This design comes from an exercise in tuning for small area on the open sky130 flow, not from production work. Function was checked by simulation only, so behaviour that the tests miss may differ from the original. Power and IR drop assume default switching activity.

run A:
==> flow/design.v (excerpt) <==
module canhk_rx_engine (
    input  wire        clk,
    input  wire        rst,         
    input  wire        rx_valid,    
    input  wire [7:0]  rx_data,
    input  wire        rx_err,      
    input  wire        stop,        
    output wire        cq_valid,
    output wire [7:0]  cq_data,
    output wire        cq_last,
    input  wire        cq_ready,
    output wire        mq_valid,
    output wire [7:0]  mq_data,
    output wire        mq_last,
    input  wire        mq_ready,
    output wire [3:0]  cq_frames,
    output wire [4:0]  mq_frames,
    output wire [15:0] drop_c,
    output wire [15:0] drop_m,
    output wire        running,
    output wire        fatal,
    output wire        rx_busy
);
    localparam [7:0] CMD_MESSAGE     = 8'h40;
    localparam [7:0] CMD_SYNC        = 8'hA5;
    localparam [7:0] CMD_SYNC_ANSWER = 8'h5A;
    reg        run;
    reg        fatal_r;
    reg [2:0]  pos;
    reg        msg;       
    reg        sync;      
    reg [15:0] rem;
    wire byte_in = run && rx_valid && !rx_err;
    wire first   = (pos == 3'd0);
    wire take    = byte_in && !(first && rx_data == 8'h00);
    wire is_msg  = first ? (rx_data == CMD_MESSAGE) : msg;
  ...
==> flow/config.mk <==
export PLATFORM = sky130hd
export DESIGN_NAME = canhk_rx_engine
export DESIGN_NICKNAME = canhk_rx_engine
export VERILOG_FILES = /design/flow/design.v
export SDC_FILE = /design/flow/constraint.sdc
export NUM_CORES = 4
export LEC_CHECK = 0
export CAP_MARGIN = 10
export CORE_MARGIN = 2
export CORE_UTILIZATION = 65
export CTS_BUF_LIST = sky130_fd_sc_hd__clkbuf_8
export CTS_CLUSTER_DIAMETER = 60
export CTS_CLUSTER_SIZE = 16
export GPL_TIMING_DRIVEN = 0
export PLACE_DENSITY = 0.85
export SLEW_MARGIN = 10
==> flow/constraint.sdc <==
create_clock -name core_clock -period 10.0 [get_ports {clk}]
set_input_delay 2.0000 -clock core_clock [delete_from_list [all_inputs] [get_ports {clk}]]
set_output_delay 2.0000 -clock core_clock [all_outputs]
set_load 0.01 [all_outputs]
standard.sh (not shown) runs the stock make flow with config.mk's settings and CLKGATE_MAP_FILE= SYNTH_SCRIPT=/design/flow/synth_recipe.tcl, a recipe that flattens the netlist after the stock synthesis.
==> flow/flow/run.sh <==
#!/bin/bash
# Own layout flow: the standard flow, except that the synthesised netlist
# comes from the standard synthesis script with an area-oriented ABC mapping
# (flow/area_synth.tcl), and two layout arguments differ (below). The
# standard synthesis runs first; its netlist is replaced only when both have
# the same registers.
set -euo pipefail
W=$(pwd)
R=$W/orfs/results/$FLOW_PLATFORM/canhk_rx_engine/base

bash standard.sh synth > $W/synth_standard.log 2>&1
cp $R/1_2_yosys.v $W/standard_1_2_yosys.v

sed -e "s#SYNTH_SCRIPT=[^ ]*#SYNTH_SCRIPT=$W/flow/area_synth.tcl#" \
    -e "s#WORK_HOME=[^ ]*#WORK_HOME=$W/orfs_area#" standard.sh > $W/area_synth.sh
bash $W/area_synth.sh synth > $W/synth_area.log 2>&1
A=$W/orfs_area/results/$FLOW_PLATFORM/canhk_rx_engine/base/1_2_yosys.v

if python3 $W/flow/regs.py $R/1_2_yosys.v $A > $W/regs_check.log 2>&1; then
  cp $A $R/1_2_yosys.v
  touch $R/1_2_yosys.v
fi

export CTS_ARGS="-sink_clustering_enable -repair_clock_nets -sink_clustering_size 16 -sink_clustering_max_diameter 60 -buf_list sky130_fd_sc_hd__clkbuf_8 -dont_use_dummy_load"
export BUFFER_PORTS_ARGS="-buffer_cell sky130_fd_sc_hd__buf_1"
bash standard.sh finish > $W/layout.log 2>&1
Other scripts of this flow, unchanged in this note and not shown: flow/flow/area.abc, flow/flow/area_synth.tcl, flow/flow/regs.py
Relative to run A, the following input files were edited for run B:
--- a/flow/config.mk
+++ b/flow/config.mk
@@ -9,3 +9,3 @@
 export CORE_MARGIN = 2
-export CORE_UTILIZATION = 65
+export CORE_UTILIZATION = 72
 export CTS_BUF_LIST = sky130_fd_sc_hd__clkbuf_8
@@ -14,3 +14,3 @@
 export GPL_TIMING_DRIVEN = 0
-export PLACE_DENSITY = 0.85
+export PLACE_DENSITY = 0.9
 export SLEW_MARGIN = 10
Results
Complete run, failing final checks: run B, reason max-capacitance violations, max-slew violations.
Going from run A to run B, global-route wire length before repair moved up; number of pins exceeding their max-slew limit in the final report saw an increase; post-placement cell area shows a reduction of 0.42%; final cell area excluding filler cells went down.
Against run A, run B reports a delay contributed by the slowest stage of the critical path that is lower.
Setup changes, run B to run C
--- a/flow/config.mk
+++ b/flow/config.mk
@@ -7,3 +7,3 @@
 export LEC_CHECK = 0
-export CAP_MARGIN = 10
+export CAP_MARGIN = 20
 export CORE_MARGIN = 2
@@ -15,2 +15,2 @@
 export PLACE_DENSITY = 0.9
-export SLEW_MARGIN = 10
+export SLEW_MARGIN = 20
==> results.txt <==
- Compared run B against run C; growth of design area from synthesis to finish within noise.
- As far as wire length after detailed routing is concerned, run C and run B perform about the same.
- Delta (run C minus run B): design internal power essentially unchanged, met1 track demand over resource in global routing +0.36 points, post-layout minimum cycle time up 13 ps.
- Comparing the two runs side by side, run C comes out behind run B on final worst slack.
- Looking across run C and run B, the single run that reached the end with no open violations was run C.
- Run C and run B ended up with nearly the same all-layer global routing usage.
- Smallest hold slack: run B vs run C, no meaningful difference
- Taking run B as the reference, in run C transition time at the pin with the least slew margin down 230 ps; non-clock buffer instance count of the final layout up 2.


Starting RTL as in the previous note.
==> flow/config.mk <==
export PLATFORM = sky130hd
export DESIGN_NAME = canhk_rx_engine
export DESIGN_NICKNAME = canhk_rx_engine
export VERILOG_FILES = /design/flow/design.v
export SDC_FILE = /design/flow/constraint.sdc
export NUM_CORES = 4
export LEC_CHECK = 0
export CAP_MARGIN = 20
export CORE_MARGIN = 2
export CORE_UTILIZATION = 65
export CTS_BUF_LIST = sky130_fd_sc_hd__clkbuf_8
export CTS_CLUSTER_DIAMETER = 60
export CTS_CLUSTER_SIZE = 16
export GPL_TIMING_DRIVEN = 0
export PLACE_DENSITY = 0.85
export SLEW_MARGIN = 20
==> flow/constraint.sdc <==
create_clock -name core_clock -period 10.0 [get_ports {clk}]
set_input_delay 2.0000 -clock core_clock [delete_from_list [all_inputs] [get_ports {clk}]]
set_output_delay 2.0000 -clock core_clock [all_outputs]
set_load 0.01 [all_outputs]
==> flow/flow/area.abc <==
&get -n
&st
&syn2
&dch
&nf -R 1000 -F 8 -p
&put
==> flow/flow/area_synth.tcl <==
# The standard synthesis script (synth_recipe.tcl), with one change: the
# combinational logic is mapped by an area-oriented ABC script (area.abc)
# instead of ORFS's delay-oriented one. Registers are not touched by ABC, so
# they keep the standard synthesis's names and cell types.
set ::area_abc [file join [file dirname [file normalize [info script]]] area.abc]
proc abc {args} {
  set i [lsearch -exact $args -script]
  if { $i >= 0 } {
    set args [lreplace $args [expr {$i + 1}] [expr {$i + 1}] $::area_abc]
  }
  yosys abc {*}$args
}
proc synth {args} { yosys synth -nofsm -noshare {*}$args }
source $::env(SCRIPTS_DIR)/synth.tcl
# left out here: clear keep_hierarchy, flatten, clean up, hide names made inside functions, write 1_2_yosys.v
==> flow/flow/regs.py <==
# regs.py A.v B.v: exit 0 when both netlists have the same registers
# (instance name and cell type without its drive strength).
import re, sys
def regs(path):
    out = set()
    for m in re.finditer(r'^\s*sky130_fd_sc_hd__(\w+?)_\d+\s+(\S+)\s*\(', open(path).read(), re.M):
        cell, name = m.groups()
        if re.match(r'(e|s)?df|dl', cell):
            out.add((cell, name))
    return out
a, b = regs(sys.argv[1]), regs(sys.argv[2])
print(f"registers: {len(a)} standard, {len(b)} own, {len(a ^ b)} differ")
sys.exit(0 if a == b and a else 1)
Scripts as last shown in full above: flow/flow/run.sh
Edit:
Settings changed: CORE_UTILIZATION 65 to 40, PLACE_DENSITY 0.85 to unset.
After rerunning: The changed run ran to the end with no violations; total power grows by 2.6%; utilization shrinks by 26 points; synthesized area is unchanged; routed wire length grows by 7.4%; non-clock buffer count grows by 18; synthesized cell count stays the same; global-route usage shrinks by 14 points; via count shrinks by 3.9%; worst setup slack improves by 0.30 ns.
Edit:
Settings changed: CORE_UTILIZATION 40 to 55, PLACE_DENSITY set to 0.75.
What happened: The new run went through all stages and came out clean. Worst setup slack loses 0.15 ns. Power went down by 1.2%. Sequential share of layout area increases by 0.82 points. Global-route usage goes up by 8.5 points. Final area is lower by 1.6%. Clock skew grows by 0.010 ns. Combinational power drops by about 3%. Wire length went down by 4.3%.

[afterwards: timing with drivers on the ports]
How much do the figures lean on ideal ports? The routed layouts below were timed once more, with nothing changed but the port constraints. Step 1: set_driving_cell puts a clkbuf_16 on clk and a buf_2 on each other input, an assumption about the parent block. Step 2, shift: input delay + t, output delay - t, t = (earliest + latest rising clock arrival at the registers) / 2. This alone moves slack from input paths to output paths. a / b / c = ideal / step 1 / step 2; a / b = the first two.
run	t (ns)	setup WS [ns]	hold slack, ns	slew at the worst register clock pin (ns)	cell pins on the clock port's net
run A	0.888	1.192 / 1.122 / 1.621	0.451 / 0.451 / 0.451	0.11 / 0.11	1
run B	0.873	1.245 / 1.174 / 1.524	0.462 / 0.462 / 0.462	0.11 / 0.11	1
run C	0.883	1.232 / 1.155 / 1.527	0.462 / 0.462 / 0.462	0.11 / 0.11	1
the first run of note 2	0.885	1.097 / 1.029 / 1.881	0.452 / 0.452 / 0.452	0.11 / 0.11	1
the second run of note 2	0.978	1.398 / 1.314 / 2.292	0.452 / 0.452 / 0.452	0.11 / 0.11	1
the third run of note 2	0.917	1.248 / 1.176 / 2.000	0.455 / 0.455 / 0.455	0.11 / 0.11	1
